Context: an optimization exercise on an open-source flow, tuned for small area. The choices shown serve that exercise and are no tape-out recipe. In this exercise RTL edits were held to simulation tests only and were not proved equivalent to the original. Power is estimated from default activity; no workload was simulated.

==> flow/design.v <==
module flash_cfi_ctrl (
    input  wire        clk,
    input  wire        rst,
    input  wire        start,
    input  wire [1:0]  op,
    input  wire [31:0] arg_first,
    input  wire [31:0] arg_last,
    input  wire [31:0] arg_addr,
    input  wire [31:0] arg_len,
    output wire        idle,
    output reg         done,
    output reg  [3:0]  status,
    output wire [31:0] ret_size,
    output wire [31:0] warn_skipped,
    output wire [31:0] warn_recovered,
    output reg         initialized,
    input  wire        prot_we,
    input  wire [4:0]  prot_idx,
    input  wire        prot_val,
    output reg         ev_valid,
    output reg  [1:0]  ev_kind,
    output wire [31:0] ev_addr,
    output reg  [7:0]  ev_wdata,
    input  wire        ev_ready,
    input  wire [7:0]  fb_rdata,
    input  wire [31:0] time_ms,
    output reg         irq_inhibit,
    output wire [31:0] buf_index,
    input  wire [7:0]  buf_data
);
    localparam [1:0] EV_WRITE = 2'd0, EV_READ = 2'd1, EV_TIME = 2'd2, EV_DELAY = 2'd3;
    localparam [1:0] STRAT_BYTE = 2'd0, STRAT_BYPASS = 2'd1, STRAT_BUFFER = 2'd2;
    localparam [5:0]
        IDLE   = 6'd0,
        P_RST  = 6'd1,  P_QE   = 6'd2,  P_QRY  = 6'd3,  P_NREG = 6'd4,
        P_BLK  = 6'd5,  P_EXIT = 6'd6,
        UL1    = 6'd7,  UL2    = 6'd8,  S_AS3  = 6'd9,  S_MFR  = 6'd10,
        S_ID0  = 6'd11, S_IDX  = 6'd12, S_RST  = 6'd13, S_QE   = 6'd14,
        S_VER  = 6'd15, S_EXIT = 6'd16,
        E_CNT  = 6'd17, E_RST  = 6'd18,
        E_S3   = 6'd21, E_ADV  = 6'd24,
        E_CONF = 6'd25, E_SET  = 6'd26,
        CHK    = 6'd27, W_CMD  = 6'd30,
        W_DATA = 6'd31, V_RD   = 6'd32,
        U_E3   = 6'd35, U_CMD  = 6'd36,
        U_DATA = 6'd37, U_X1   = 6'd38, U_X2   = 6'd39,
        F_FIND = 6'd40, F_LEN  = 6'd41, F_CMD  = 6'd43,
        F_CNT  = 6'd44, F_DATA = 6'd45, F_CONF = 6'd46,
        L_T0   = 6'd47, L_RD   = 6'd48, L_RR   = 6'd49, L_TM   = 6'd50,
        L_RET  = 6'd51, A_RST  = 6'd52;
    reg [5:0] st;
    reg        w2;                   
    reg [1:0]  nm1;                  
    reg        rev;                  
    reg [5:0]  scount;               
    reg [4:0]  rc0, rc1, rc2, rc3;   
    reg [13:0] rz0, rz1, rz2, rz3;   
    reg [4:0]  e_word, e_buf, e_erase;
    reg [4:0]  rs_exp;
    reg [3:0]  mbw;                  
    reg [1:0]  strategy;
    reg [31:0] prot;
    reg        opk;                  
    reg        opi;                  
    reg        vf;                   
    reg [21:0] ra;                   
    reg [26:0] rl;                   
    reg [22:0] ri;                   
    reg [31:0] t0;
    wire [7:0] cnt   = t0[7:0];      
    wire       qok   = t0[8];
    wire       pk    = t0[9];
    wire       ak    = t0[10];
    wire       big   = t0[11];
    wire       vlt   = t0[12];
    wire       veq   = t0[13];
    wire       vold  = t0[14];
    wire       id07  = t0[15];
    wire [1:0] dmc   = t0[17:16];
    wire [2:0] fcode = t0[20:18];
    wire       e2    = t0[21];       
    wire       anyu  = t0[22];       
    wire       ubf   = t0[23];       
    wire       pok   = t0[24];       
    reg [5:0]  ws;
    reg [22:0] wr;
    reg [4:0]  s;
    reg [1:0]  r;
    reg [4:0]  c;
    reg [13:0] ss;                   
    assign idle = (st == IDLE);
    assign ret_size = initialized ? (32'd1 << rs_exp) : 32'd0;
    assign warn_skipped = {26'd0, ws};
    assign warn_recovered = {9'd0, wr};
    assign buf_index = {9'd0, ri};
    function [21:0] budget;
        input [4:0] e;
        begin
            case (e)
                5'd11: budget = 22'd3;
                5'd12: budget = 22'd5;
                5'd13: budget = 22'd9;
                5'd14: budget = 22'd17;
                5'd15: budget = 22'd33;
                5'd16: budget = 22'd66;
                5'd17: budget = 22'd132;
                5'd18: budget = 22'd263;
                5'd19: budget = 22'd525;
                5'd20: budget = 22'd1049;
                5'd21: budget = 22'd2098;
                5'd22: budget = 22'd4195;
                5'd23: budget = 22'd8389;
                5'd24: budget = 22'd16778;
                5'd25: budget = 22'd33555;
                5'd26: budget = 22'd67109;
                5'd27: budget = 22'd134218;
                5'd28: budget = 22'd268436;
                5'd29: budget = 22'd536871;
                5'd30: budget = 22'd1073742;
                5'd31: budget = 22'd2147484;
                default: budget = 22'd2;
            endcase
        end
    endfunction
    function [32:0] radd;
        input [31:0] a;
        input [31:0] b;
        input        ci;
        integer j;
        reg cy;
        begin
            cy = ci;
            for (j = 0; j < 32; j = j + 1) begin
                radd[j] = a[j] ^ b[j] ^ cy;
                cy = (a[j] & b[j]) | (cy & (a[j] ^ b[j]));
            end
            radd[32] = cy;
        end
    endfunction
    function [31:0] rinc;
        input [31:0] a;
        integer j;
        reg cy;
        begin
            cy = 1'b1;
            for (j = 0; j < 32; j = j + 1) begin
                rinc[j] = a[j] ^ cy;
                cy = cy & a[j];
            end
        end
    endfunction
    function lt8;
        input [7:0] a;
        input [7:0] b;
        integer j;
        reg l;
        begin
            l = 1'b0;
            for (j = 0; j < 8; j = j + 1)
                l = (~a[j] & b[j]) | (~(a[j] ^ b[j]) & l);
            lt8 = l;
        end
    endfunction
    function [31:0] rdec;
        input [31:0] a;
        integer j;
        reg bw;
        begin
            bw = 1'b1;
            for (j = 0; j < 32; j = j + 1) begin
                rdec[j] = a[j] ^ bw;
                bw = bw & ~a[j];
            end
        end
    endfunction
    wire buf_mode = (strategy == STRAT_BUFFER) & ~vf;
    wire [4:0]  e_sel = opk ? e_erase : (buf_mode ? e_buf : e_word);
    wire [21:0] lut = budget(e_sel);
    wire [26:0] bud = opk ? rl : {5'd0, lut};
    wire [32:0] acc_sum = radd({5'd0, rl}, {10'd0, lut}, 1'b0);
    wire [32:0] el_full = radd(time_ms, ~t0, 1'b1);
    wire [31:0] elapsed = el_full[31:0];
    wire [32:0] bd_full = radd({5'd0, bud}, {5'd0, ~elapsed[26:0]}, 1'b1);
    wire timeout = (|elapsed[31:27]) | ~bd_full[27];
    reg [4:0]  rc_cur;
    reg [13:0] rz_cur;
    always @(*) begin
        case (r)
            2'd0: begin rc_cur = rc0; rz_cur = rz0; end
            2'd1: begin rc_cur = rc1; rz_cur = rz1; end
            2'd2: begin rc_cur = rc2; rz_cur = rz2; end
            default: begin rc_cur = rc3; rz_cur = rz3; end
        endcase
    end
    wire [32:0] ns_full = radd({18'd0, ss}, {18'd0, rz_cur}, 1'b0);
    wire [13:0] ns = ns_full[13:0];
    wire [31:0] s_inc_full = rinc({27'd0, s});
    wire [5:0]  s_inc = s_inc_full[5:0];
    wire        is_last = (s_inc == scount);
    wire        prot_s = prot[s[4:0]];
    wire        qgate = (st == P_QRY) | (st == P_NREG) | (st == P_BLK) |
                        (st == S_MFR) | (st == S_ID0) | (st == S_IDX);
    wire [32:0] sum_full = radd({10'd0, ra[21:16], ra[15:0] & {16{~qgate}}}, {10'd0, ri[21:0]}, 1'b0);
    wire [21:0] sum = sum_full[21:0];
    wire [31:0] ri_inc_full = rinc({9'd0, ri});
    wire [22:0] ri_inc = ri_inc_full[22:0];
    wire [31:0] rl_dec_full = rdec({9'd0, rl[22:0]});
    wire [22:0] rl_dec = rl_dec_full[22:0];
    wire [31:0] wr_inc_full = rinc({9'd0, wr});
    wire [22:0] wr_inc = wr_inc_full[22:0];
    wire [21:0] qaddr = w2 ? {sum[20:0], 1'b0} : sum;
    wire [32:0] dd_full = radd({18'd0, ns}, {18'h3FFFF, ~sum[21:8]}, 1'b1);
    wire [14:0] dd = dd_full[14:0];
    wire        room_le0 = dd[14] | (dd[13:0] == 14'd0);
    wire        room_one = (dd == 15'd1);
    wire [7:0]  room1 = (is_last | ~room_one) ? 8'hFF : ~sum[7:0];
    wire [7:0]  rem1  = (|rl[22:8]) ? 8'hFF : rl_dec[7:0];
    wire [7:0]  bmask = ~(8'hFF << mbw);
    wire [7:0]  n1 = lt8(rem1, cnt) ? rem1 : cnt;
    wire [7:0]  nm = (|(n1 & ~bmask)) ? bmask : n1;
    reg [21:0] aoff;
    assign ev_addr = {10'h3FF, aoff};
    always @(*) begin
        ev_valid = 1'b1;
        ev_kind  = EV_WRITE;
        ev_wdata = 8'h00;
        aoff     = 22'd0;
        case (st)
            P_RST, P_EXIT, S_RST, S_EXIT, E_RST, A_RST: ev_wdata = 8'hF0;
            P_QE, S_QE: begin aoff = w2 ? 22'h0AA : 22'h055; ev_wdata = 8'h98; end
            UL1: begin
                aoff = w2 ? 22'hAAA : 22'h555; ev_wdata = 8'hAA;
            end
            UL2: begin
                aoff = w2 ? 22'h555 : 22'h2AA; ev_wdata = 8'h55;
            end
            S_AS3:  begin aoff = w2 ? 22'hAAA : 22'h555; ev_wdata = 8'h90; end
            E_S3:   begin aoff = w2 ? 22'hAAA : 22'h555; ev_wdata = 8'h80; end
            W_CMD:  begin aoff = w2 ? 22'hAAA : 22'h555; ev_wdata = 8'hA0; end
            U_E3:   begin aoff = w2 ? 22'hAAA : 22'h555; ev_wdata = 8'h20; end
            U_CMD:  ev_wdata = 8'hA0;
            U_X1:   ev_wdata = 8'h90;
            U_X2:   ev_wdata = 8'h00;
            P_QRY, P_NREG, P_BLK, S_MFR, S_ID0, S_IDX, S_VER: begin
                ev_kind = EV_READ; aoff = qaddr;
            end
            W_DATA, U_DATA, F_DATA: begin aoff = sum; ev_wdata = buf_data; end
            V_RD, L_RD, L_RR: begin ev_kind = EV_READ; aoff = sum; end
            E_CONF: begin ev_valid = ~prot_s; aoff = {ss, 8'd0}; ev_wdata = 8'h30; end
            F_CMD:  begin aoff = {ss, 8'd0}; ev_wdata = 8'h25; end
            F_CNT:  begin aoff = {ss, 8'd0}; ev_wdata = cnt; end
            F_CONF: begin aoff = {ss, 8'd0}; ev_wdata = 8'h29; end
            L_T0, L_TM: ev_kind = EV_TIME;
            E_SET:  ev_kind = EV_DELAY;
            default: ev_valid = 1'b0;
        endcase
    end
    always @(*) begin
        case (st)
            UL1, UL2: irq_inhibit = opk;
            E_S3, E_ADV, E_CONF, E_SET: irq_inhibit = 1'b1;
            default: irq_inhibit = 1'b0;
        endcase
    end
    wire fire = ev_valid & ev_ready;
    wire [31:0] pdec = 32'd1 << prot_idx;
    wire        p_wen = prot_we & initialized & lt8({3'd0, prot_idx}, {2'd0, scount});
    wire        p_clr = start & (op == 2'd0);
    integer j;
    wire [5:0] boff = ri[5:0];
    wire [5:0] brel = boff - 6'h2D;
    wire [32:0] tsum_full = radd({26'd0, scount}, {27'd0, fb_rdata[4:0]}, 1'b1);
    wire [6:0] tsum = tsum_full[6:0];
    wire [4:0] e_pick = boff[1] ? e_word : (boff[0] ? e_erase : e_buf);
    wire [32:0] e_full = radd({27'd0, e_pick}, {27'd0, fb_rdata[4:0]}, 1'b0);
    wire [4:0] e_add = e_full[4:0];
    wire       q_exp = (fb_rdata == ((ri[1:0] == 2'd0) ? 8'h51 :
                                     (ri[1:0] == 2'd1) ? 8'h52 : 8'h59));
    wire       rd_lt31 = (fb_rdata[7:6] == 2'd0) & ((fb_rdata[5:4] != 2'b11) | (fb_rdata[3:0] == 4'd0));
    wire [1:0] strat_def = (mbw != 4'd0) ? STRAT_BUFFER : STRAT_BYTE;
    task iter_reset;
        begin
            s  <= 5'd0;
            c  <= 5'd0;
            ss <= 14'd0;
            r  <= rev ? nm1 : 2'd0;
        end
    endtask
    task iter_step;
        begin
            ss <= ns;
            s  <= s_inc[4:0];
            if (c == rc_cur) begin
                c <= 5'd0;
                r <= rev ? r - 2'd1 : r + 2'd1;
            end else
                c <= c + 5'd1;
        end
    endtask
    task finish;
        input [3:0] code;
        begin
            status <= code;
            done   <= 1'b1;
            st     <= IDLE;
        end
    endtask
    always @(posedge clk) begin
        if (rst) begin
            st          <= IDLE;
            done        <= 1'b0;
            status      <= 4'd0;
            initialized <= 1'b0;
            ws          <= 6'd0;
            wr          <= 23'd0;
        end else begin
            done <= 1'b0;
            case (st)
            IDLE: begin
                for (j = 0; j < 32; j = j + 1)
                    if (p_clr | (p_wen & pdec[j]))
                        prot[j] <= prot_val & ~p_clr;
                if (start) begin
                    case (op)
                        2'd0: begin
                            opi  <= 1'b1;
                            opk  <= 1'b0;
                            w2   <= 1'b0;
                            ra   <= 22'd0;
                            st   <= P_RST;
                        end
                        2'd1: begin
                            ws   <= 6'd0;
                            opi  <= 1'b0;
                            opk  <= 1'b1;
                            t0[21]   <= 1'b0;
                            t0[22] <= 1'b0;
                            if ((|arg_first[31:6]) || lt8({2'd0, scount}, {2'd0, arg_first[5:0]}) ||
                                (|arg_last[31:6])  || lt8({2'd0, scount}, {2'd0, arg_last[5:0]}) ||
                                lt8({2'd0, arg_last[5:0]}, {2'd0, arg_first[5:0]}))
                                finish(4'd6);
                            else begin
                                ri <= {13'd0, arg_last[4:0], arg_first[4:0]};
                                s  <= arg_first[4:0];
                                st <= E_CNT;
                            end
                        end
                        2'd2: begin
                            opi <= 1'b0;
                            opk <= 1'b0;
                            vf  <= 1'b0;
                            wr  <= 23'd0;
                            ra  <= arg_addr[21:0];
                            rl  <= {4'd0, arg_len[22:0]};
                            ri  <= 23'd0;
                            iter_reset;
                            st  <= (strategy == STRAT_BYPASS) ? UL1 : CHK;
                        end
                        default: finish(4'd0);
                    endcase
                end
            end
            P_RST: if (fire) st <= P_QE;
            P_QE: if (fire) begin ri <= 23'h10; st <= P_QRY; end
            P_QRY: if (fire) begin
                t0[8] <= (ri[1:0] == 2'd0 ? 1'b1 : qok) & q_exp;
                if (ri[1:0] == 2'd2) begin
                    if (qok & q_exp) begin
                        ri <= 23'h2C;
                        st <= P_NREG;
                    end else begin
                        t0[20:18] <= 3'd1;
                        st <= P_EXIT;
                    end
                end else
                    ri <= ri_inc;
            end
            P_NREG: if (fire) begin
                nm1    <= fb_rdata[1:0] - 2'd1;
                ri     <= 23'h10;
                scount <= 6'd0;
                t0[11]    <= 1'b0;
                if (fb_rdata == 8'd0) begin
                    t0[20:18] <= 3'd2;
                    st <= P_EXIT;
                end else if ((|fb_rdata[7:3]) | (fb_rdata[2] & (|fb_rdata[1:0]))) begin
                    t0[20:18] <= 3'd3;
                    st <= P_EXIT;
                end else
                    st <= P_BLK;
            end
            P_BLK: if (fire) begin
                case (boff)
                    6'h13: t0[9] <= (fb_rdata == 8'h02);
                    6'h14: t0[9] <= pk & (fb_rdata == 8'h00);
                    6'h15: if (pk) ra[7:0]  <= fb_rdata;
                    6'h16: if (pk) ra[15:8] <= fb_rdata;
                    6'h17: t0[10] <= (fb_rdata == 8'h02);
                    6'h18: t0[10] <= ak & (fb_rdata == 8'h00);
                    6'h19: if (!pk && ak) ra[7:0]  <= fb_rdata;
                    6'h1A: if (!pk && ak) ra[15:8] <= fb_rdata;
                    6'h1F: e_word  <= fb_rdata[4:0];
                    6'h20: e_buf   <= fb_rdata[4:0];
                    6'h21: e_erase <= fb_rdata[4:0];
                    6'h23: e_word  <= e_add;
                    6'h24: e_buf   <= e_add;
                    6'h25: e_erase <= e_add;
                    6'h27: rs_exp  <= fb_rdata[4:0];
                    6'h2A: mbw     <= (|fb_rdata[4:3]) ? 4'd8 : {1'b0, fb_rdata[2:0]};
                    default: if (boff >= 6'h2D) begin
                        case (brel[1:0])
                            2'd0: begin
                                case (brel[3:2])
                                    2'd0: rc0 <= fb_rdata[4:0];
                                    2'd1: rc1 <= fb_rdata[4:0];
                                    2'd2: rc2 <= fb_rdata[4:0];
                                    default: rc3 <= fb_rdata[4:0];
                                endcase
                                scount <= tsum[5:0];
                                if ((|fb_rdata[7:5]) || tsum[6] || (tsum[5] && (|tsum[4:0])))
                                    t0[11] <= 1'b1;
                            end
                            2'd1: if (fb_rdata != 8'd0) t0[11] <= 1'b1;
                            2'd2: begin
                                case (brel[3:2])
                                    2'd0: rz0[7:0] <= fb_rdata;
                                    2'd1: rz1[7:0] <= fb_rdata;
                                    2'd2: rz2[7:0] <= fb_rdata;
                                    default: rz3[7:0] <= fb_rdata;
                                endcase
                            end
                            default: begin
                                case (brel[3:2])
                                    2'd0: rz0[13:8] <= fb_rdata[5:0];
                                    2'd1: rz1[13:8] <= fb_rdata[5:0];
                                    2'd2: rz2[13:8] <= fb_rdata[5:0];
                                    default: rz3[13:8] <= fb_rdata[5:0];
                                endcase
                            end
                        endcase
                    end
                endcase
                if (boff == {2'b11, nm1, 2'b00}) begin
                    t0[20:18] <= big ? 3'd4 : 3'd0;
                    st <= P_EXIT;
                end else
                    ri <= ri_inc;
            end
            P_EXIT: if (fire) begin
                if (fcode == 3'd0) begin
                    if (pk | ak)
                        st <= UL1;
                    else
                        finish(4'd5);
                end else if (fcode == 3'd1 && !w2) begin
                    w2 <= 1'b1;
                    st <= P_RST;
                end else
                    finish({1'b0, fcode});
            end
            UL1: if (fire) st <= UL2;
            UL2: if (fire) begin
                if (opi)
                    st <= S_AS3;
                else if (opk)
                    st <= e2 ? E_ADV : E_S3;
                else if (vf)
                    st <= W_CMD;
                else case (strategy)
                    STRAT_BYPASS: st <= U_E3;
                    STRAT_BUFFER: st <= F_CMD;
                    default:      st <= W_CMD;
                endcase
            end
            S_AS3: if (fire) begin ri <= 23'd0; st <= S_MFR; end
            S_MFR: if (fire) begin
                t0[17:16] <= (fb_rdata == 8'h01) ? 2'd1 :
                       (fb_rdata == 8'h04) ? 2'd2 :
                       (fb_rdata == 8'hC2) ? 2'd3 : 2'd0;
                ri <= 23'd1;
                st <= S_ID0;
            end
            S_ID0: if (fire) begin
                t0[15] <= fb_rdata[7];
                if (fb_rdata == 8'h7E) begin
                    t0[17:16] <= (dmc == 2'd1) ? 2'd3 : 2'd0;
                    ri <= 23'h0E;
                    st <= S_IDX;
                end else begin
                    strategy <= (dmc == 2'd2 && fb_rdata == 8'h49) ? STRAT_BYPASS :
                                (dmc == 2'd3 && fb_rdata == 8'hA8) ? STRAT_BUFFER : strat_def;
                    st <= S_RST;
                end
            end
            S_IDX: if (fire) begin
                if (!ri[0]) begin
                    t0[17:16] <= (dmc == 2'd3 && fb_rdata == 8'h1A) ? 2'd1 :
                           (dmc == 2'd3 && fb_rdata == 8'h10) ? 2'd2 : 2'd0;
                    ri <= 23'h0F;
                end else begin
                    strategy <= (dmc == 2'd1 && fb_rdata == 8'h00) ? STRAT_BYPASS :
                                (dmc == 2'd2 && fb_rdata == 8'h00) ? STRAT_BYTE : strat_def;
                    st <= S_RST;
                end
            end
            S_RST: if (fire) st <= S_QE;
            S_QE: if (fire) begin ri <= 23'd3; st <= S_VER; end
            S_VER: if (fire) begin
                if (ri[3]) begin
                    rev <= ((vold ? id07 : (fb_rdata == 8'h03)) && nm1 != 2'd0);
                    st <= S_EXIT;
                end else if (ri[2]) begin
                    t0[14] <= vlt | (veq & rd_lt31);
                    ri <= 23'h0F;
                end else begin
                    t0[12] <= rd_lt31;
                    t0[13] <= (fb_rdata == 8'h31);
                    ri <= 23'd4;
                end
            end
            S_EXIT: if (fire) begin
                initialized <= 1'b1;
                finish(4'd0);
            end
            E_CNT: begin
                ws <= ws + {5'd0, prot_s};
                if (s[4:0] == ri[9:5]) begin
                    if (anyu | ~prot_s) begin
                        rl <= 27'd0;
                        iter_reset;
                        st <= E_RST;
                    end else
                        finish(4'd7);
                end else begin
                    t0[22] <= anyu | ~prot_s;
                    s <= s_inc[4:0];
                end
            end
            E_RST: if (fire) st <= UL1;
            E_S3: if (fire) begin t0[21] <= 1'b1; st <= UL1; end
            E_ADV: begin
                if (s[4:0] == ri[4:0])
                    st <= E_CONF;
                else
                    iter_step;
            end
            E_CONF: begin
                if (prot_s || fire) begin
                    if (fire) begin
                        ra <= {ss, 8'd0};
                        rl <= acc_sum[26:0];
                    end
                    if (s[4:0] == ri[9:5]) begin
                        ri <= 23'd0;
                        st <= E_SET;
                    end else
                        iter_step;
                end
            end
            E_SET: if (fire) st <= L_T0;
            CHK: begin
                if (rl[22:0] == 23'd0) begin
                    if (vf)
                        finish(4'd0);
                    else if (strategy == STRAT_BYPASS) begin
                        t0[23] <= 1'b0;
                        st <= U_X1;
                    end
                    else begin
                        vf <= 1'b1;
                        rl <= {4'd0, ri};
                        ri <= 23'd0;
                    end
                end else if (vf)
                    st <= V_RD;
                else case (strategy)
                    STRAT_BYPASS: st <= U_CMD;
                    STRAT_BUFFER: st <= F_FIND;
                    default:      st <= UL1;
                endcase
            end
            V_RD: if (fire) begin
                if (fb_rdata != buf_data)
                    st <= UL1;
                else begin
                    ri <= ri_inc;
                    rl <= {4'd0, rl_dec};
                    st <= CHK;
                end
            end
            W_CMD:  if (fire) st <= W_DATA;
            W_DATA: if (fire) st <= L_T0;
            U_E3:   if (fire) st <= CHK;
            U_CMD:  if (fire) st <= U_DATA;
            U_DATA: if (fire) st <= L_T0;
            U_X1:   if (fire) st <= U_X2;
            U_X2:   if (fire) begin
                if (ubf)
                    finish(4'd9);
                else begin
                    vf <= 1'b1;
                    rl <= {4'd0, ri};
                    ri <= 23'd0;
                    st <= CHK;
                end
            end
            F_FIND: begin
                if (!is_last && room_le0)
                    iter_step;
                else begin
                    t0[7:0] <= room1;
                    st  <= F_LEN;
                end
            end
            F_LEN: begin
                t0[7:0] <= nm;
                st  <= UL1;
            end
            F_CMD:  if (fire) st <= F_CNT;
            F_CNT:  if (fire) st <= F_DATA;
            F_DATA: if (fire) begin
                if (cnt == 8'd0)
                    st <= F_CONF;
                else begin
                    t0[7:0] <= cnt - 8'd1;
                    ri  <= ri_inc;
                    rl  <= {4'd0, rl_dec};
                end
            end
            F_CONF: if (fire) st <= L_T0;
            L_T0: if (fire) begin t0 <= time_ms; st <= L_RD; end
            L_RD: if (fire) begin
                if (fb_rdata[7] == (opk | buf_data[7])) begin
                    t0[24] <= 1'b1;
                    st  <= L_RET;
                end else if (fb_rdata[5])
                    st <= L_RR;
                else
                    st <= L_TM;
            end
            L_RR: if (fire) begin
                t0[24] <= (fb_rdata[7] == (opk | buf_data[7]));
                st  <= L_RET;
            end
            L_TM: if (fire) begin
                if (timeout) begin
                    t0[24] <= 1'b0;
                    st  <= L_RET;
                end else
                    st <= L_RD;
            end
            L_RET: begin
                if (opk) begin
                    if (pok) finish(4'd0); else st <= A_RST;
                end else if (pok) begin
                    ri <= ri_inc;
                    rl <= {4'd0, rl_dec};
                    if (vf) wr <= wr_inc;
                    st <= CHK;
                end else if (!vf && strategy == STRAT_BYPASS) begin
                    t0[23] <= 1'b1;
                    st  <= U_X1;
                end else
                    st <= A_RST;
            end
            A_RST: if (fire) finish(opk ? 4'd8 : vf ? 4'd10 : 4'd9);
            default: st <= IDLE;
            endcase
        end
    end
endmodule
==> flow/flow/run.sh <==
#!/bin/bash
# The standard layout (standard.sh: the standard flow's synthesis and ORFS flow, unchanged),
# except that:
#  - the port buffers placed by buffer_ports use the smallest buffer cell
#    (sky130_fd_sc_hd__buf_1) instead of the tool's default pick;
#  - the buffers Yosys/ABC left in the netlist are removed at floorplan
#    (REMOVE_ABC_BUFFERS=1), since global placement runs without the
#    timing-driven mode that would otherwise remove them;
#  - after global routing, cells on paths with positive slack are downsized
#    (RECOVER_POWER=100).
set -euo pipefail
export BUFFER_PORTS_ARGS="-buffer_cell sky130_fd_sc_hd__buf_1"
export REMOVE_ABC_BUFFERS=1
export RECOVER_POWER=100
bash standard.sh "BUFFER_PORTS_ARGS=-buffer_cell sky130_fd_sc_hd__buf_1" "REMOVE_ABC_BUFFERS=1" "RECOVER_POWER=100" finish > standard_flow.log 2>&1
==> flow/standard.sh <==
#!/bin/bash
# synth_recipe.tcl (not shown) runs the flow's synth.tcl, then flattens the netlist and writes it again
# the make line also repeats each setting of config.mk as NAME=value (left out here)
make -C /OpenROAD-flow-scripts/flow DESIGN_CONFIG=/design/flow/config.mk WORK_HOME=/design/flow/orfs CLKGATE_MAP_FILE= SYNTH_SCRIPT=/design/flow/synth_recipe.tcl "${@:-finish}"
==> flow/config.mk <==
export PLATFORM = sky130hd
export DESIGN_NAME = flash_cfi_ctrl
export DESIGN_NICKNAME = flash_cfi_ctrl
export VERILOG_FILES = /design/flow/design.v
export SDC_FILE = /design/flow/constraint.sdc
export NUM_CORES = 4
export LEC_CHECK = 0
export CAP_MARGIN = 20
export CORE_MARGIN = 2
export CORE_UTILIZATION = 55
export CTS_BUF_LIST = sky130_fd_sc_hd__clkbuf_8
export CTS_CLUSTER_DIAMETER = 60
export CTS_CLUSTER_SIZE = 16
export GPL_TIMING_DRIVEN = 0
export SLEW_MARGIN = 20
==> flow/constraint.sdc <==
create_clock -name core_clock -period 20.0 [get_ports {clk}]
set_input_delay 4.0000 -clock core_clock [delete_from_list [all_inputs] [get_ports {clk}]]
set_output_delay 4.0000 -clock core_clock [all_outputs]
set_load 0.01 [all_outputs]
==> out/qor.yml, run 1 <==
dpl.hpwl_um: 68600
period_needed_ns: 17.46
rsz0062_at_grt: "no"
drive_gt1_frac: 0.0455
cts_buffers: 36
cts-root-buf: "clkbuf_8"
synthMuxAreaShare: 0.0258
die_width_um: 216
tns_ns: 0
cp_slowest_cell: "o21ai_0"
yosys.area_share.adder: 0.167
final_common_cell: "nor2_1"
core_um2: 44400
synth-edff-count: 277
die_h_um: 216
reg2reg_slack_ns: 3.17
drc: 0
cp_common_cell: "fa_1"
status: "failed layout checks"
syn_inst: 2684
worst_pin_slew_ns: 2.29
grt_pass1_vias: 21600
die_area_um2: 46800
grtUsageTotal: 0.378
fmax_ghz: 0.0573
start_util: 0.559
place_ws_ns: 3.11
async_flop_share: 0
hold_violations: 0
vias: 22800
start_kind: "register"
cts_max_level: 2
drtIter0Drc: 2948
synth_compound_area_frac: 0.167
routed_wl_um: 89900
cts.sinks: 318
wire_per_inst_um: 25.7
cts_tree: "done"
layout_common_cells: "296 x nor2_1, 282 x buf_1, 280 x nand2_1"
overflow: 0
grt_pass1_wl_um: 133000
crit_fanout: 45
fin_ws_ns: 2.54
ys_seq_area_frac: 0.368
nets: 3335
post-route-period-util: 0.873
synth_area_leaders: "edfxtp_1 34%, ha_1 8.4%, fa_1 8.3%"
grt_start_max_net_pins: 46
clockBufferDepth: 3
failed_checks: "max-capacitance violations, max-slew violations"
syn_area_um2: 24800
dp.cells: 3429
ys_seq_elements: 318
postCtsSetupBuffers: 0
clock_skew_ns: 0.0406
slew_viol_final: 273
synth_top_family_by_area: "simple AND/OR/NAND/NOR gates"
port_buffers: 294
synth.avg_cell_area_um2: 9.24
cp.required_ns: 16.00
slowest_delay_ns: 1.72
ios: 368
ys.flop_type: "edfxtp_1"
post_cts_resized: 0
instances_no_fill: 3493
critical_path_arrival_ns: 13.46
rows: 77
viasPerCell: 6.51
yosys.area.top_type: "edfxtp_1"
ys_types: 80
fillerInstances: 3956
area_growth_pct: 8.36
slew_headroom: -0.540
synth_top_area_share: 0.335
clkTransAtPathRegs_ns: 0.10
antenna_found_initial: 3
power_density_nw_per_um2: 102
crit_type: "reg2out"
synth_xor_area_frac: 0.0212
ctsHoldBuffers: 0
synthSimpleGateAreaFrac: 0.177
gp_congestion: 1.03
n_antenna_cell: 0
hold_path.class: "reg2reg"
drv_cap: 11
endpoint_kind: "primary output"
ant_nets: 0
first_pass_iters: 9
clkLatencyLatePin_ns: 0.65
setup-violations-final: 0
synth_warnings: 1
vdd_ir_drop_max_v: 0.000109
p_leak_nw: 10.3
## area by class of cell
type	count	area, um^2	share of cell area
clock buffers	38	523	0.0195
clock inverters	24	251	0.00935
inverters	209	785	0.0292
multi-input cells	1992	14100	0.523
flip-flops and latches	318	9140	0.340
well taps	592	741	0.0276
repair buffers	320	1370	0.0511
## synth_stat cells (all sizes together), types with 24 or more instances
| library cell | count |
|---|---|
| a21oi | 166 |
| and2 | 40 |
| o211ai | 29 |
| nand3 | 83 |
| nand2b | 28 |
| a22oi | 32 |
| edfxtp | 277 |
| nor2 | 298 |
| buf | 82 |
| nor3 | 50 |
| a222oi | 29 |
| inv | 206 |
| clkbuf | 135 |
| fa | 103 |
| xnor2 | 39 |
| ha | 166 |
| o221ai | 33 |
| dfxtp | 41 |
| nor4 | 33 |
| nor2b | 24 |
| o21ai | 125 |
| nand2 | 280 |
## cells by family after synthesis
family,count (synthesis)
simple gates,943
compound gates,617
buf+inv,426
flops,318
fa+ha+maj,269
xor+xnor,60
mux,49
other cells,2
## path summary, 6_finish.rpt
path                           from                endpoint  cells past startpoint
max              st[2]$_SDFFE_PP0P_             ev_addr[21]                     33
min          status[3]$_SDFFE_PP0P_  status[3]$_SDFFE_PP0P_                      2
max reg2reg      st[2]$_SDFFE_PP0P_     ss[9]$_SDFFCE_PP0P_                     38
min reg2reg  status[3]$_SDFFE_PP0P_  status[3]$_SDFFE_PP0P_                      2
## where the power goes
group	total [W]	leakage, nW	internal, W	switching [W]
clock	0.000496	0.383	0.000197	0.000299
combinational	0.00131	7.09	0.000453	0.000859
sequential	0.000940	2.86	0.000808	0.000132
total	0.00275	10.3	0.00146	0.00129
## layer usage
layer  wire length [um]  global-route usage  vias to the layer above
met5                 11                   0                        -
met1              34700               0.511                    10900
met4               5090               0.179                        2
li1                   -                   -                     9962
met3               9580              0.0582                      287
met2              40500               0.598                     1558
## critical path: cells and delay by family, from the launching register on
kind                     cells  cell delay, ns
AO/OA/AOI/OAI                2            1.94
flip-flops                   1            1.37
AND/OR/NAND/NOR              3            0.60
buffers and inverters        5            0.45
adder cells (fa/ha/maj)     21            8.00
XOR/XNOR                     2            0.45
## state kept, by name (all words and copies together) (netlist names), 14 cells and up
signal,cells
ra,22
rz0,14
rz2,14
rz1,14
ss,14
rz3,14
t0,32
ri,23
prot,32
wr,23
rl,27
## through the flow
step | utilization | total power, W | instance area [um^2] | hold slack [ns]
floorplan | - | 0.00172 | 24000 | 0.470
global placement | 0.581 | 0.00217 | 25800 | 0.448
detailed placement | 0.591 | 0.00223 | 26200 | 0.453
CTS | 0.608 | 0.00272 | 27000 | 0.474
global route | 0.605 | 0.00290 | 26900 | 0.500
finish | 0.605 | 0.00275 | 26900 | 0.471
==> run 2: changes to the inputs <==
==> flow/flow/run.sh (replaced) <==
#!/bin/bash
# The standard layout (standard.sh: the standard flow's synthesis and ORFS flow, unchanged),
# except that:
#  - the port buffers placed by buffer_ports use the smallest buffer cell
#    (sky130_fd_sc_hd__buf_1) instead of the tool's default pick;
#  - the buffers Yosys/ABC left in the netlist are removed at floorplan
#    (REMOVE_ABC_BUFFERS=1), since global placement runs without the
#    timing-driven mode that would otherwise remove them;
#  - constant outputs keep Yosys's shared tie cells (SKIP_REPAIR_TIE_FANOUT=1)
#    instead of one tie cell per port.
set -euo pipefail
export BUFFER_PORTS_ARGS="-buffer_cell sky130_fd_sc_hd__buf_1"
export REMOVE_ABC_BUFFERS=1
export SKIP_REPAIR_TIE_FANOUT=1
bash standard.sh "BUFFER_PORTS_ARGS=-buffer_cell sky130_fd_sc_hd__buf_1" "REMOVE_ABC_BUFFERS=1" "SKIP_REPAIR_TIE_FANOUT=1" finish > standard_flow.log 2>&1
==> run 2 against run 1 <==
Compared with the run above: now clean on timing, DRC and antenna; highest routed layer unchanged; via count is 0.98% lower; core utilization is 0.19 points lower; sequential share of layout area is 0.12 points higher; first-iteration DRC count is 0.81% lower; setup slack better by 0.98 ns; worst hold slack worse by 0.0016 ns; die area stayed put; combinational power is 4% higher; largest cell class unchanged; total power is 0.60% higher; flip-flop and latch count stayed put.
==> out/qor.yml, run 2 <==
gp_congestion: 1.05
synth_area_leaders: "edfxtp_1 34%, ha_1 8.4%, fa_1 8.3%"
ys_seq_area_frac: 0.368
vias: 22500
status: "timing/DRC/antenna clean"
slew_viol_final: 0
drtIter0Drc: 2924
clockBufferDepth: 3
synth.most_common_cell: "nor2_1"
cts_tree: "done"
endpoint_kind: "register"
drive_gt1_frac: 0.0555
cp_slowest_cell: "a31oi_1"
ys_seq_elements: 318
p_leak_nw: 10.3
viasPerCell: 6.55
clkTransAtPathRegs_ns: 0.09
syn_inst: 2684
slowest_delay_ns: 0.56
dpl.hpwl_um: 70100
cts.sinks: 318
synth-edff-count: 277
grt_pass1_vias: 22000
synth_commonest_cells: "298 x nor2_1, 280 x nand2_1, 277 x edfxtp_1"
antenna_found_initial: 1
reg_top3: "prot x32, t0 x32, rl x27"
grt_pass1_wl_um: 135000
wire_per_inst_um: 26.6
cp_common_cell: "fa_1"
grtUsageTotal: 0.384
place_ws_ns: 2.98
ys_types: 80
fin_ws_ns: 3.52
yosys.area.top_type: "edfxtp_1"
dr_wl_met3_um: 9300
rows: 77
worst_pin_slew_ns: 1.26
crit_fanout: 2
hold_violations: 0
hold_path.class: "reg2reg"
synth_top_area_share: 0.335
die_h_um: 216
fmax_ghz: 0.0607
wl_met2_um: 41100
overflow: 0
routed_wl_um: 91400
top_layer: "met5"
port_buffers: 294
power_density_nw_per_um2: 103
first_pass_iters: 9
post-route-period-util: 0.824
clkLatencyLatePin_ns: 0.65
ys.flop_type: "edfxtp_1"
vdd_ir_drop_max_v: 0.000109
slew_headroom: 0.161
ant_nets: 0
cts_buffers: 35
drc: 0
layout_common_cells: "296 x nor2_1, 286 x buf_1, 278 x nand2_1"
cts_max_level: 2
drv_cap: 0
final_common_cell: "nor2_1"
post_cts_resized: 0
rsz0062_at_grt: "no"
area_growth_pct: 8.02
reg2reg_depth: 39
core_um2: 44400
drt-met1-wl_um: 34800
async_flop_share: 0
nets: 3280
ctsHoldBuffers: 0
critical_path_arrival_ns: 16.78
period_needed_ns: 16.48
crit_type: "in2reg"
cts-root-buf: "clkbuf_8"
setup-violations-final: 0
postCtsSetupBuffers: 0
ios: 368
start_kind: "input port"
clock_skew_ns: 0.0428
grt_start_max_net_pins: 45
start_util: 0.559
cp.required_ns: 20.30
syn_area_um2: 24800
die_width_um: 216
tns_ns: 0
die_area_um2: 46800
synth_warnings: 1
whs_path_depth: 2
synth.avg_cell_area_um2: 9.24
## run 2: cell counts after synthesis
Identical to the previous run, type by type.
## run 2: path summary, 6_finish.rpt
path | from | endpoint | slack (ns)
setup / recovery | time_ms[0] | t0[24]$_DFFE_PP_ | 3.52
hold / removal | status[3]$_SDFFE_PP0P_ | status[3]$_SDFFE_PP0P_ | 0.47
setup reg to reg | st[3]$_SDFFE_PP0P_ | ss[0]$_SDFFCE_PP0P_ | 5.01
hold reg to reg | status[3]$_SDFFE_PP0P_ | status[3]$_SDFFE_PP0P_ | 0.47
## run 2: stage by stage
step / util / hold slack, ns / instances / area, um^2 / total power, W
2_1_floorplan: - / 0.470 / 2467 / 23800 / 0.00172
3_3_place_gp: 0.577 / 0.447 / 3353 / 25600 / 0.00218
3_5_place_dp: 0.587 / 0.457 / 3376 / 26100 / 0.00226
4_1_cts: 0.603 / 0.471 / 3436 / 26800 / 0.00272
5_1_grt: 0.603 / 0.500 / 3437 / 26800 / 0.00291
6_report: 0.603 / 0.469 / 3438 / 26800 / 0.00276
## run 2: metal layers
metal  vias up  GRT usage
met5         -          0
met4         2      0.218
met3       345     0.0796
met2      1466      0.606
met1     10800      0.493
li1       9895          -
## run 2: where the power goes
group / leakage (nW) / switching [W] / internal (W) / total (W)
registers: 2.86 / 0.000127 / 0.000807 / 0.000934
logic: 7.02 / 0.000890 / 0.000473 / 0.00136
clock network: 0.374 / 0.000283 / 0.000184 / 0.000468
## run 2: cells by family after synthesis
group | after synthesis | synth area share
mux | 49 | 0.0258
compound gates | 617 | 0.167
simple gates | 943 | 0.177
buf+inv | 426 | 0.0737
xor+xnor | 60 | 0.0212
flops | 318 | 0.368
fa+ha+maj | 269 | 0.167
other cells | 2 | 0.000303
## run 2: layout make-up
class	count	area, um^2
diodes	1	2.50
clock buffers	36	495
clock inverters	24	214
fillers	3936	17600
inverters	209	785
multi-input cells	1940	13900
flip-flops and latches	318	9150
well taps	592	741
repair buffers	318	1470
## run 2: critical path: cells and delay by family
family                   cells  cell delay [ns]
buffers and inverters        4             0.31
adder cells (fa/ha/maj)     28            10.84
AO/OA/AOI/OAI                5             1.50
AND/OR/NAND/NOR              1             0.11
==> run 3: changes to the inputs <==
--- a/flow/config.mk
+++ b/flow/config.mk
@@ -7,7 +7,7 @@
 export LEC_CHECK = 0
 export CAP_MARGIN = 20
 export CORE_MARGIN = 2
-export CORE_UTILIZATION = 55
+export CORE_UTILIZATION = 70
 export CTS_BUF_LIST = sky130_fd_sc_hd__clkbuf_8
 export CTS_CLUSTER_DIAMETER = 60
 export CTS_CLUSTER_SIZE = 16
==> run 3 against run 2 <==
Compared with the run above: clock skew is 0.017 ns higher; synthesized cell count stayed put; sequential share of layout area is 0.48 points higher; first-iteration DRC count is 40% higher; critical path depth is 4 lower; flip-flop and latch count stayed put; count of clock-buffer cells in the layout is 6 lower; non-clock buffer count is 4 lower; combinational power is 6% higher; global-route usage is 12 points higher.
==> out/qor.yml, run 3 <==
power_density_nw_per_um2: 107
clock_skew_ns: 0.0602
grtUsageTotal: 0.503
reg_top3: "prot x32, t0 x32, rl x27"
postCtsSetupBuffers: 0
synth_top_area_share: 0.335
ys_seq_elements: 318
fin_util: 0.761
ant_nets: 0
viasPerCell: 7.29
grt_pass1_wl_um: 138000
cp.required_ns: 16.00
nets: 3270
crit_type: "reg2out"
area_growth_pct: 6.52
tns_ns: 0
cts_tree: "done"
p_leak_nw: 10.2
layout_common_cells: "296 x nor2_1, 285 x buf_1, 279 x nand2_1"
hold_violations: 0
ys_seq_area_frac: 0.368
ios: 368
rows: 68
synth_xor_area_frac: 0.0212
hold_path.class: "reg2reg"
syn_area_um2: 24800
startpoint: "st[0]$_SDFFE_PP0P_"
synth.avg_cell_area_um2: 9.24
crit_fanout: 29
endpoint_kind: "primary output"
port_buffers: 294
vdd_ir_drop_max_v: 0.000135
first_pass_iters: 13
ctsHoldBuffers: 0
vias: 24000
post_cts_resized: 0
cts_max_level: 1
die_h_um: 192
worst_pin_slew_ns: 1.28
yosys.area_share.adder: 0.167
synth.most_common_cell: "nor2_1"
critical_path_arrival_ns: 12.55
hold_start: "status[1]$_SDFFE_PP0P_"
drtIter0Drc: 4090
slowest_delay_ns: 0.78
start_util: 0.715
drv_cap: 0
post-route-period-util: 0.828
synth-edff-count: 277
synthSimpleGateAreaFrac: 0.177
dpl.hpwl_um: 67600
period_needed_ns: 16.55
grt_pass1_vias: 23100
die_width_um: 192
wire_per_inst_um: 28.3
setup-violations-final: 0
synthMuxAreaShare: 0.0258
clkLatencyLatePin_ns: 0.72
slew_headroom: 0.139
core_um2: 34700
status: "timing/DRC/antenna clean"
cts-root-buf: "clkbuf_8"
cp_common_cell: "fa_1"
start_kind: "register"
synth_area_leaders: "edfxtp_1 34%, ha_1 8.4%, fa_1 8.3%"
rsz0062_at_grt: "no"
antenna_found_initial: 9
routed_wl_um: 93000
grt_start_max_net_pins: 46
die_area_um2: 37000
overflow: 0
cts.sinks: 318
clkTransAtPathRegs_ns: 0.10
reg2reg_from: "st[0]$_SDFFE_PP0P_"
synth_compound_area_frac: 0.167
cp_slowest_cell: "o21ai_2"
ys_types: 80
fmax_ghz: 0.0604
holdWs_ns: 0.462
clockBufferDepth: 3
slew_viol_final: 0
final_common_cell: "nor2_1"
drive_gt1_frac: 0.0498
gp_congestion: 1.07
synth_top_family_by_area: "simple AND/OR/NAND/NOR gates"
yosys.area.top_type: "edfxtp_1"
synth_warnings: 1
drc: 0
cts_buffers: 29
synth_commonest_cells: "298 x nor2_1, 280 x nand2_1, 277 x edfxtp_1"
ys.flop_type: "edfxtp_1"
async_flop_share: 0
syn_inst: 2684
[run 3: logic make-up after synthesis]
kind of cell,count (synthesis)
AOI/OAI and AO/OA,617
and+or+nand+nor,943
adders and majority gates,269
xor gates and xnor gates,60
muxes,49
other,2
DFF,318
buffers and inverters,426
[run 3: stage by stage]
step | power [W] | instance area (um^2) | worst slack (ns) | std cells
final | 0.00282 | 26400 | 3.45 | 3292
after global routing | 0.00291 | 26400 | 3.15 | 3285
after CTS | 0.00270 | 26400 | 3.65 | 3284
after detailed placement | 0.00227 | 25800 | 2.98 | 3235
after global placement | 0.00214 | 25400 | 3.13 | 3216
after floorplan | 0.00172 | 23800 | 4.08 | 2467
[run 3: critical path, delay by kind of cell, from the launching register on]
family | cells | cell delay (ns)
fa+ha+maj | 21 | 8.16
flops | 1 | 0.47
buf+inv | 6 | 0.79
simple gates | 3 | 0.81
compound gates | 2 | 1.04
xor+xnor | 2 | 0.59
[run 3: final timing paths]
path / to / slack (ns) / cells past startpoint
max: ev_addr[21] / 3.45 / 34
min: status[1]$_SDFFE_PP0P_ / 0.46 / 2
max reg2reg: c[1]$_SDFFCE_PP0P_ / 4.44 / 39
min reg2reg: status[1]$_SDFFE_PP0P_ / 0.46 / 2
[run 3: per-layer routing]
metal | vias to the layer above | wire length (um) | track usage
met5 | - | 53 | 0.0110
met4 | 6 | 8910 | 0.357
met3 | 706 | 15300 | 0.214
met2 | 2425 | 39200 | 0.746
met1 | 11000 | 29500 | 0.588
li1 | 9889 | - | -
[run 3: where the power goes]
group	internal [W]	switching, W
combinational	0.000488	0.000953
sequential	0.000807	0.000140
clock	0.000162	0.000268
total	0.00146	0.00136
[run 3: cell type report]
type | instances | area (um^2)
tap | 455 | 569
clock buffer | 30 | 413
multi-input combinational | 1940 | 13900
fill | 2303 | 8290
clock inverter | 19 | 178
inverter | 209 | 785
timing repair buffer | 314 | 1380
sequential | 318 | 9150
antenna | 7 | 17.5
==> run 4: changes to the inputs <==
--- a/flow/design.v
+++ b/flow/design.v
@@ -149,6 +149,18 @@
             end
         end
     endfunction
+    function lt27;
+        input [26:0] a;
+        input [26:0] b;
+        integer j;
+        reg l;
+        begin
+            l = 1'b0;
+            for (j = 0; j < 27; j = j + 1)
+                l = (~a[j] & b[j]) | (~(a[j] ^ b[j]) & l);
+            lt27 = l;
+        end
+    endfunction
     function lt8;
         input [7:0] a;
         input [7:0] b;
@@ -180,8 +192,7 @@
     wire [32:0] acc_sum = radd({5'd0, rl}, {10'd0, lut}, 1'b0);
     wire [32:0] el_full = radd(time_ms, ~t0, 1'b1);
     wire [31:0] elapsed = el_full[31:0];
-    wire [32:0] bd_full = radd({5'd0, bud}, {5'd0, ~elapsed[26:0]}, 1'b1);
-    wire timeout = (|elapsed[31:27]) | ~bd_full[27];
+    wire timeout = (|elapsed[31:27]) | lt27(bud, elapsed[26:0]);
     reg [4:0]  rc_cur;
     reg [13:0] rz_cur;
     always @(*) begin
--- a/flow/config.mk
+++ b/flow/config.mk
@@ -7,7 +7,7 @@
 export LEC_CHECK = 0
 export CAP_MARGIN = 20
 export CORE_MARGIN = 2
-export CORE_UTILIZATION = 70
+export CORE_UTILIZATION = 75
 export CTS_BUF_LIST = sky130_fd_sc_hd__clkbuf_8
 export CTS_CLUSTER_DIAMETER = 60
 export CTS_CLUSTER_SIZE = 16
==> run 4 against run 3 <==
Compared with the run above: critical path depth is 10 higher; cell count is 1.5% lower; first-iteration DRC count is 30% higher; core utilization is 5.4 points higher; final area is 0.17% higher; setup slack worse by 0.74 ns; total power is 3.0% lower; critical endpoint is now st[0]$_SDFFE_PP0P_; largest cell class unchanged.
==> out/qor.yml, run 4 <==
status: "timing/DRC/antenna clean"
cts_max_level: 1
viasPerCell: 7.54
cts_buffers: 30
cts.sinks: 318
path_delay_family: "adder cells"
power_density_nw_per_um2: 103
reg2reg_depth: 38
grt_pass1_wl_um: 138000
grt_pass1_vias: 23800
cts_tree: "done"
critical_path_depth: 44
hold_path.class: "reg2reg"
synth_warnings: 1
switching_share: 0.476
post_cts_resized: 0
final_common_cell: "nor2_1"
drc: 0
worst_pin_slew_ns: 1.30
area_growth_pct: 7.19
ys_seq_elements: 318
syn_area_um2: 24700
dr_wl_met3_um: 16200
synth_area_leaders: "edfxtp_1 34%, fa_1 8.3%, ha_1 8.3%"
cp-endpoint: "st[0]$_SDFFE_PP0P_"
cts-root-buf: "clkbuf_8"
power_w: 0.00273
startpoint: "time_ms[0]"
die_h_um: 185
reg_top3: "prot x32, t0 x32, rl x27"
regToRegEndpoint: "ss[9]$_SDFFCE_PP0P_"
start_kind: "input port"
syn_inst: 2633
cp.required_ns: 20.51
synth_commonest_cells: "303 x nor2_1, 277 x edfxtp_1, 236 x nand2_1"
reg2reg_slack_ns: 4.14
rows: 66
drive_gt1_frac: 0.0569
synth.avg_cell_area_um2: 9.38
power.share.clock: 0.166
clockBufferDepth: 3
top_layer: "met5"
ant_nets: 0
clock_skew_ns: 0.0500
routed_wl_um: 94900
ys_types: 85
wire_per_inst_um: 29.2
yosys.area.top_type: "edfxtp_1"
p_comb_frac: 0.498
post-route-period-util: 0.865
power.internal_w: 0.00143
vdd_ir_drop_max_v: 0.0000943
overflow: 0
postCtsSetupBuffers: 0
switching_power_w: 0.00130
critical_path_arrival_ns: 17.80
p_leak_nw: 10.1
fillerInstances: 1891
crit_fanout: 2
endpoint_kind: "register"
setup-violations-final: 0
clkLatencyLatePin_ns: 0.70
rsz0062_at_grt: "no"
hold_start: "status[0]$_SDFFE_PP0P_"
crit_type: "in2reg"
dpl.hpwl_um: 66100
cp_common_cell: "fa_1"
die_area_um2: 34400
start_util: 0.761
slowest_delay_ns: 0.50
core_um2: 32500
ios: 368
slew_viol_final: 0
ys.flop_type: "edfxtp_1"
fmax_ghz: 0.0578
synth_top_area_share: 0.337
ys_seq_area_frac: 0.370
drt-met1-wl_um: 28500
period_needed_ns: 17.29
slew_headroom: 0.130
power_frac_seq: 0.337
worst-path-buf-inv: 6
whs_path_depth: 2
vias: 24500
gp_congestion: 1.04
ctsHoldBuffers: 0
wl_met2_um: 39700
hold_violations: 0
multiInputGateArea_um2: 14000
cp_slowest_cell: "fa_1"
reg2reg_from: "st[0]$_SDFFE_PP0P_"
synth-edff-count: 277
die_width_um: 185
drv_cap: 0
drtIter0Drc: 5331
tns_ns: 0
holdWs_ns: 0.466
port_buffers: 294
layout_common_cells: "302 x nor2_1, 288 x buf_1, 277 x edfxtp_1"
grt_start_max_net_pins: 46
first_pass_iters: 16
clkTransAtPathRegs_ns: 0.10
antenna_found_initial: 7
async_flop_share: 0
nets: 3231
synth.most_common_cell: "nor2_1"
seqCellArea_um2: 9150
grtUsageTotal: 0.547
run 4: cell types whose count changed after synthesis, moves of 12 or more:
cell	previous run	this run
inv_1	206	186
o21ai_0	123	95
nand2_1	280	236
o211ai_1	29	14
nand2b_1	28	15
mux2i_1	20	45
nor3_1	50	78
and2_1	39	51
a211oi_1	17	36
a22oi_1	32	12
run 4: logic make-up after synthesis:
kind of cell | Yosys count | synth area share
and+or+nand+nor | 916 | 0.173
buffers and inverters | 402 | 0.0697
xor gates and xnor gates | 65 | 0.0231
AOI/OAI and AO/OA | 585 | 0.159
adders and majority gates | 266 | 0.166
muxes | 79 | 0.0388
other | 2 | 0.000304
DFF | 318 | 0.370
run 4: layout make-up:
| cell class | count | area share |
|---|---|---|
| Inverter | 188 | 0.0267 |
| Tap cell | 442 | 0.0209 |
| Antenna cell | 7 | 0.000662 |
| Timing Repair Buffer | 325 | 0.0548 |
| Clock buffer | 31 | 0.0161 |
| Clock inverter | 20 | 0.00827 |
| Multi-Input combinational cell | 1913 | 0.527 |
| Sequential cell | 318 | 0.345 |
run 4: metrics by stage:
step / instances / cell area [um^2] / setup WS, ns / util
2_1_floorplan: 2419 / 23700 / 3.85 / -
3_3_place_gp: 3155 / 25300 / 2.59 / 0.781
3_5_place_dp: 3183 / 25700 / 2.33 / 0.793
4_1_cts: 3234 / 26400 / 2.97 / 0.813
5_1_grt: 3238 / 26500 / 2.53 / 0.815
6_report: 3244 / 26500 / 2.71 / 0.816
run 4: worst min path at each step:
| stage | endpoint | slack, ns |
|---|---|---|
| 2_1_floorplan | status[0]$_SDFFE_PP0P_ | 0.47 |
| 3_3_place_gp | status[0]$_SDFFE_PP0P_ | 0.44 |
| 3_5_place_dp | status[0]$_SDFFE_PP0P_ | 0.45 |
| 4_1_cts | status[0]$_SDFFE_PP0P_ | 0.47 |
| 5_1_grt | status[1]$_SDFFE_PP0P_ | 0.49 |
| 6_report | status[0]$_SDFFE_PP0P_ | 0.47 |
run 4: power groups by stage:
stage	clock (W)	combinational [W]	sequential [W]
5_1_grt	0.000461	0.00142	0.000920
6_report	0.000453	0.00136	0.000921
3_3_place_gp	0	0.00110	0.000925
2_1_floorplan	0	0.000764	0.000887
3_5_place_dp	0	0.00121	0.000919
4_1_cts	0.000437	0.00124	0.000906
run 4: metal layers:
| layer | GRT usage | vias to the layer above |
|---|---|---|
| met2 | 0.796 | 2689 |
| met5 | 0.0593 | - |
| li1 | - | 9752 |
| met4 | 0.440 | 6 |
| met3 | 0.279 | 943 |
| met1 | 0.596 | 11100 |
run 4: worst register-to-register path: cells and delay by family, from the launching register on:
| family | cells | cell delay (ns) |
|---|---|---|
| AOI/OAI and AO/OA | 5 | 2.59 |
| adders and majority gates | 23 | 9.60 |
| buffers and inverters | 6 | 0.86 |
| DFF | 1 | 0.87 |
| and+or+nand+nor | 4 | 1.66 |
==> run 5: changes to the inputs <==
--- a/flow/config.mk
+++ b/flow/config.mk
@@ -7,7 +7,7 @@
 export LEC_CHECK = 0
 export CAP_MARGIN = 20
 export CORE_MARGIN = 2
-export CORE_UTILIZATION = 75
+export CORE_UTILIZATION = 55
 export CTS_BUF_LIST = sky130_fd_sc_hd__clkbuf_8
 export CTS_CLUSTER_DIAMETER = 60
 export CTS_CLUSTER_SIZE = 16
==> run 5 against run 4 <==
Compared with the run above: critical path depth is the same; maximum frequency grew 0.58%; routed wire length decreased by 7.8%; still clean on timing, DRC and antenna; setup slack better by 0.10 ns; clock power fell by 6.4%; non-clock buffer count increased by 4; die area up 36%; largest cell class unchanged.
==> out/qor.yml, run 5 <==
viasPerCell: 6.53
slew_viol_final: 0
synth_warnings: 1
port_buffers: 294
rows: 77
layout_common_cells: "302 x nor2_1, 287 x buf_1, 277 x edfxtp_1"
grtUsageMet3: 0.0727
die_width_um: 216
cp_common_cell: "fa_1"
reg2reg_depth: 38
synth-edff-count: 277
start_util: 0.557
wire_per_inst_um: 25.8
endpoint_kind: "register"
crit_fanout: 2
grtUsageMet2: 0.581
ctsHoldBuffers: 0
place_area_um2: 26000
ios: 368
p_leak_nw: 10.1
setup-violations-final: 0
cts_buffers: 30
startpoint: "time_ms[0]"
cp_slowest_cell: "a311oi_1"
syn_inst: 2633
fillerInstances: 4013
die_h_um: 216
synth_top_area_share: 0.337
synth_area_leaders: "edfxtp_1 34%, fa_1 8.3%, ha_1 8.3%"
ys_seq_elements: 318
cts.sinks: 318
vias: 22100
crit_type: "in2reg"
grt_start_max_net_pins: 46
grt_pass1_vias: 21500
min_to: "status[0]$_SDFFE_PP0P_"
multiInputGateArea_um2: 14000
first_pass_iters: 7
hold_violations: 0
regToRegEndpoint: "ss[9]$_SDFFCE_PP0P_"
dpl.hpwl_um: 67200
routed_wl_um: 87500
cts_max_level: 1
ant_nets: 0
status: "timing/DRC/antenna clean"
rsz0062_at_grt: "no"
cp.required_ns: 20.52
ys.flop_type: "edfxtp_1"
synth.most_common_cell: "nor2_1"
grt_pass1_wl_um: 131000
power_density_nw_per_um2: 96.2
cts_tree: "done"
final_common_cell: "nor2_1"
reg_top3: "prot x32, t0 x32, rl x27"
dp.cells: 3339
slowest_delay_ns: 0.53
reg2reg_slack_ns: 4.96
synth_commonest_cells: "303 x nor2_1, 277 x edfxtp_1, 236 x nand2_1"
place_ws_ns: 2.16
post-route-period-util: 0.860
reg2reg_from: "st[0]$_SDFFE_PP0P_"
period_needed_ns: 17.19
slew_headroom: 0.177
clkTransAtPathRegs_ns: 0.09
clock_skew_ns: 0.0370
area_growth_pct: 8.12
async_flop_share: 0
nets: 3235
grtUsageTotal: 0.369
gp_congestion: 0.980
worst_pin_slew_ns: 1.22
power_w: 0.00257
drc: 0
vdd_ir_drop_max_v: 0.0000713
finalInstanceArea_um2: 26700
drive_gt1_frac: 0.0629
overflow: 0
fin_ws_ns: 2.81
drtIter0Drc: 2681
critical_path_arrival_ns: 17.71
n_antenna_cell: 0
syn_area_um2: 24700
synth.avg_cell_area_um2: 9.38
yosys.area.top_type: "edfxtp_1"
fmax_ghz: 0.0582
ys_types: 85
post_cts_resized: 0
hold_path.class: "reg2reg"
drv_cap: 0
die_area_um2: 46600
clockBufferDepth: 3
met1_usage: 0.493
cts-root-buf: "clkbuf_8"
antenna_found_initial: 3
instances_no_fill: 3392
clkLatencyLatePin_ns: 0.68
start_kind: "input port"
seqCellArea_um2: 9150
core_um2: 44300
hold_start: "status[0]$_SDFFE_PP0P_"
whs_path_depth: 2
tns_ns: 0
postCtsSetupBuffers: 0
ys_seq_area_frac: 0.370
busiest_layer: "met2"
run 5: cell counts after synthesis:
No cell type changed its count.
run 5: layout make-up:
type | instances | share of cell area
clock buffer | 31 | 0.0160
clock inverter | 21 | 0.00689
inverter | 188 | 0.0264
multi-input combinational | 1913 | 0.524
sequential | 318 | 0.343
tap | 592 | 0.0277
timing repair buffer | 329 | 0.0568
run 5: metal layers:
layer,share of wire,vias up,wire [um]
li1,-,9754,-
met1,0.39,10700,34200
met2,0.45,1349,39400
met3,0.10,283,9140
met4,0.054,2,4710
met5,0.00011,-,10
run 5: logic make-up after synthesis:
logic type / count (synthesis) / share of synthesized area
flops: 318 / 0.370
mux: 79 / 0.0388
xor+xnor: 65 / 0.0231
fa+ha+maj: 266 / 0.166
other cells: 2 / 0.000304
buf+inv: 402 / 0.0697
compound gates: 585 / 0.159
simple gates: 916 / 0.173
run 5: how the worst max path moves through the flow:
stage	endpoint	cells past startpoint	slack [ns]
after floorplan	st[0]$_SDFFE_PP0P_	43	3.85
after global placement	st[0]$_SDFFE_PP0P_	44	2.35
after detailed placement	st[0]$_SDFFE_PP0P_	44	2.16
after CTS	st[0]$_SDFFE_PP0P_	44	2.83
after global routing	st[0]$_SDFFE_PP0P_	44	2.27
final	st[0]$_SDFFE_PP0P_	44	2.81
run 5: critical path, delay by kind of cell:
| kind | cells | cell delay (ns) |
|---|---|---|
| fa+ha+maj | 31 | 11.22 |
| compound gates | 3 | 1.09 |
| simple gates | 2 | 0.64 |
| buf+inv | 6 | 0.51 |
| xor+xnor | 2 | 0.22 |
run 5: per-stage QoR:
| step | hold WS (ns) | utilization |
|---|---|---|
| 3_3_place_gp | 0.444 | 0.576 |
| 2_1_floorplan | 0.470 | - |
| 5_1_grt | 0.501 | 0.603 |
| 6_report | 0.461 | 0.603 |
| 3_5_place_dp | 0.450 | 0.587 |
| 4_1_cts | 0.466 | 0.601 |
run 5: where the power goes:
group	leakage, nW	switching (W)	internal (W)
clock	0.318	0.000258	0.000166
combinational	6.93	0.000789	0.000439
sequential	2.87	0.000123	0.000793
total	10.1	0.00117	0.00140
==> run 6: changes to the inputs <==
--- a/flow/config.mk
+++ b/flow/config.mk
@@ -7,7 +7,7 @@
 export LEC_CHECK = 0
 export CAP_MARGIN = 20
 export CORE_MARGIN = 2
-export CORE_UTILIZATION = 55
+export CORE_UTILIZATION = 70
 export CTS_BUF_LIST = sky130_fd_sc_hd__clkbuf_8
 export CTS_CLUSTER_DIAMETER = 60
 export CTS_CLUSTER_SIZE = 16
==> run 6 against run 5 <==
Compared with the run above: still clean on timing, DRC and antenna; sequential power shrank 0.9%; cell count shrank 4.1%; clock skew shrank 0.0072 ns; critical path type unchanged; largest power group unchanged.
==> out/qor.yml, run 6 <==
antenna_found_initial: 0
viasPerCell: 7.07
cts_buffers: 30
ys_seq_area_frac: 0.370
setup-violations-final: 0
die_area_um2: 36800
slew_headroom: 0.170
postCtsSetupBuffers: 0
cp_common_cell: "fa_1"
slowest_delay_ns: 0.49
cp_slowest_cell: "a311oi_1"
drc: 0
endpoint_kind: "register"
post-route-period-util: 0.856
grt_start_max_net_pins: 49
reg_top3: "prot x32, t0 x32, rl x27"
clockBufferDepth: 3
die_h_um: 192
start_util: 0.713
cts-root-buf: "clkbuf_8"
ys_types: 85
synth.most_common_cell: "nor2_1"
core_um2: 34600
drive_gt1_frac: 0.0579
grtUsageTotal: 0.470
crit_fanout: 2
syn_inst: 2633
post_cts_resized: 0
synth-edff-count: 277
fillerInstances: 2382
status: "timing/DRC/antenna clean"
final_common_cell: "nor2_1"
cts_tree: "done"
area_growth_pct: 7.32
clkLatencyLatePin_ns: 0.68
n_antenna_cell: 0
grt_pass1_wl_um: 130000
port_buffers: 294
worst-path-buf-inv: 6
period_needed_ns: 17.12
cp.required_ns: 20.53
drtIter0Drc: 3334
grt_pass1_vias: 22300
slew_viol_final: 0
tns_ns: 0
ant_nets: 0
synth_top_area_share: 0.337
wire_per_inst_um: 26.9
nets: 3231
synth_warnings: 1
ctsHoldBuffers: 0
cts_max_level: 1
dpl.hpwl_um: 65000
rows: 68
ios: 368
synth_commonest_cells: "303 x nor2_1, 277 x edfxtp_1, 236 x nand2_1"
die_width_um: 192
first_pass_iters: 7
ys.flop_type: "edfxtp_1"
overflow: 0
cts.sinks: 318
ys_seq_elements: 318
synth.avg_cell_area_um2: 9.38
async_flop_share: 0
hold_path.class: "reg2reg"
syn_area_um2: 24700
hold_violations: 0
seqCellArea_um2: 9150
drv_cap: 0
routed_wl_um: 87400
fin_util: 0.765
p_leak_nw: 10.1
synth_area_leaders: "edfxtp_1 34%, fa_1 8.3%, ha_1 8.3%"
multiInputGateArea_um2: 13900
vdd_ir_drop_max_v: 0.000101
critical_path_arrival_ns: 17.65
clock_skew_ns: 0.0297
power_density_nw_per_um2: 101
clkTransAtPathRegs_ns: 0.10
fmax_ghz: 0.0584
gp_congestion: 1.05
vias: 23000
rsz0062_at_grt: "no"
start_kind: "input port"
worst_pin_slew_ns: 1.24
layout_common_cells: "302 x nor2_1, 287 x buf_1, 277 x edfxtp_1"
path_delay_family: "adder cells"
crit_type: "in2reg"
yosys.area.top_type: "edfxtp_1"
==> run 6: area by class of cell <==
type | instances | area share
clock buffers | 30 | 0.0156
clock inverters | 23 | 0.0103
inverters | 188 | 0.0266
multi-input cells | 1913 | 0.526
flip-flops and latches | 318 | 0.345
well taps | 455 | 0.0215
repair buffers | 325 | 0.0547
==> run 6: cells by family (layout without fill, tap and decap cells) <==
| group | count (synthesis) | in the layout | synth area share |
|---|---|---|---|
| fa+ha+maj | 266 | 266 | 0.166 |
| mux | 79 | 79 | 0.0388 |
| compound gates | 585 | 585 | 0.159 |
| other cells | 2 | 2 | 0.000304 |
| flops | 318 | 318 | 0.370 |
| simple gates | 916 | 916 | 0.173 |
| buf+inv | 402 | 566 | 0.0697 |
| xor+xnor | 65 | 65 | 0.0231 |
==> run 6: report_power, final <==
group	leakage (nW)	switching (W)	internal, W
registers	2.87	0.000115	0.000793
clock network	0.364	0.000264	0.000203
logic	6.89	0.000844	0.000453
==> run 6: worst paths after layout <==
| path | from | end | slack [ns] | cells past startpoint |
|---|---|---|---|---|
| worst max register to register | st[5]$_SDFFE_PP0P_ | ss[12]$_SDFFCE_PP0P_ | 4.77 | 38 |
| worst min-delay path | status[0]$_SDFFE_PP0P_ | status[0]$_SDFFE_PP0P_ | 0.47 | 2 |
| worst min register to register | status[0]$_SDFFE_PP0P_ | status[0]$_SDFFE_PP0P_ | 0.47 | 2 |
| worst max-delay path | time_ms[0] | st[0]$_SDFFE_PP0P_ | 2.88 | 44 |
==> run 6: metrics by stage <==
stage	hold slack, ns	setup slack [ns]	cells	total power (W)	area (um^2)
floorplan	0.470	3.85	2419	0.00165	23700
global placement	0.442	2.57	3168	0.00203	25400
detailed placement	0.449	2.35	3198	0.00212	25800
CTS	0.464	3.01	3251	0.00260	26500
global route	0.495	2.54	3252	0.00277	26500
finish	0.468	2.88	3252	0.00267	26500
==> run 6: worst reg2reg max path: cells and delay by family, from the launching register on <==
kind                       cells  cell delay [ns]
AOI/OAI and AO/OA              4             1.85
and+or+nand+nor                5             2.14
buffers and inverters          6             0.82
DFF                            1             0.89
adders and majority gates     23             9.21
==> run 6: layer usage <==
layer / GRT usage / part of all wire / up-vias
met5: 0 / 0 / -
met4: 0.331 / 0.085 / 0
met3: 0.118 / 0.13 / 503
met2: 0.726 / 0.44 / 2001
met1: 0.579 / 0.34 / 10700
li1: - / - / 9746

## re-timing with driven ports
The flow's constraints put no driver on any port. The routed layouts listed below were extracted and timed again, unchanged, in two steps. Step 1: set_driving_cell puts a clkbuf_16 on clk and a buf_2 on each other input, an assumption about the parent block. Step 2 times the ports against the registers' clock, not the clock port: input delays grow and output delays shrink by t, the midpoint of the rising clock arrivals with the driver on. Slacks: no drivers / after step 1 / after step 2; pairs: no drivers / after step 1.
run	shift t [ns]	slack for setup (ns)	hold slack, ns	worst setup path at the end	latest minus earliest clock arrival (ns)
run 1	0.685	2.542 / 2.484 / 3.027	0.471 / 0.471 / 0.471	input to register	0.040 / 0.041
run 2	0.680	3.520 / 3.555 / 2.874	0.469 / 0.469 / 0.469	input to register	0.043 / 0.043
run 3	0.748	3.447 / 3.392 / 2.788	0.462 / 0.462 / 0.462	input to register	0.060 / 0.060
run 4	0.724	2.708 / 2.731 / 2.007	0.466 / 0.466 / 0.466	input to register	0.051 / 0.050
run 5	0.718	2.807 / 2.842 / 2.123	0.461 / 0.461 / 0.461	input to register	0.037 / 0.037
run 6	0.728	2.882 / 2.918 / 2.190	0.468 / 0.468 / 0.468	input to register	0.030 / 0.030
The setup slack of run 4, which loses most, moves by +0.023 ns with the drivers and by -0.701 ns with both steps.
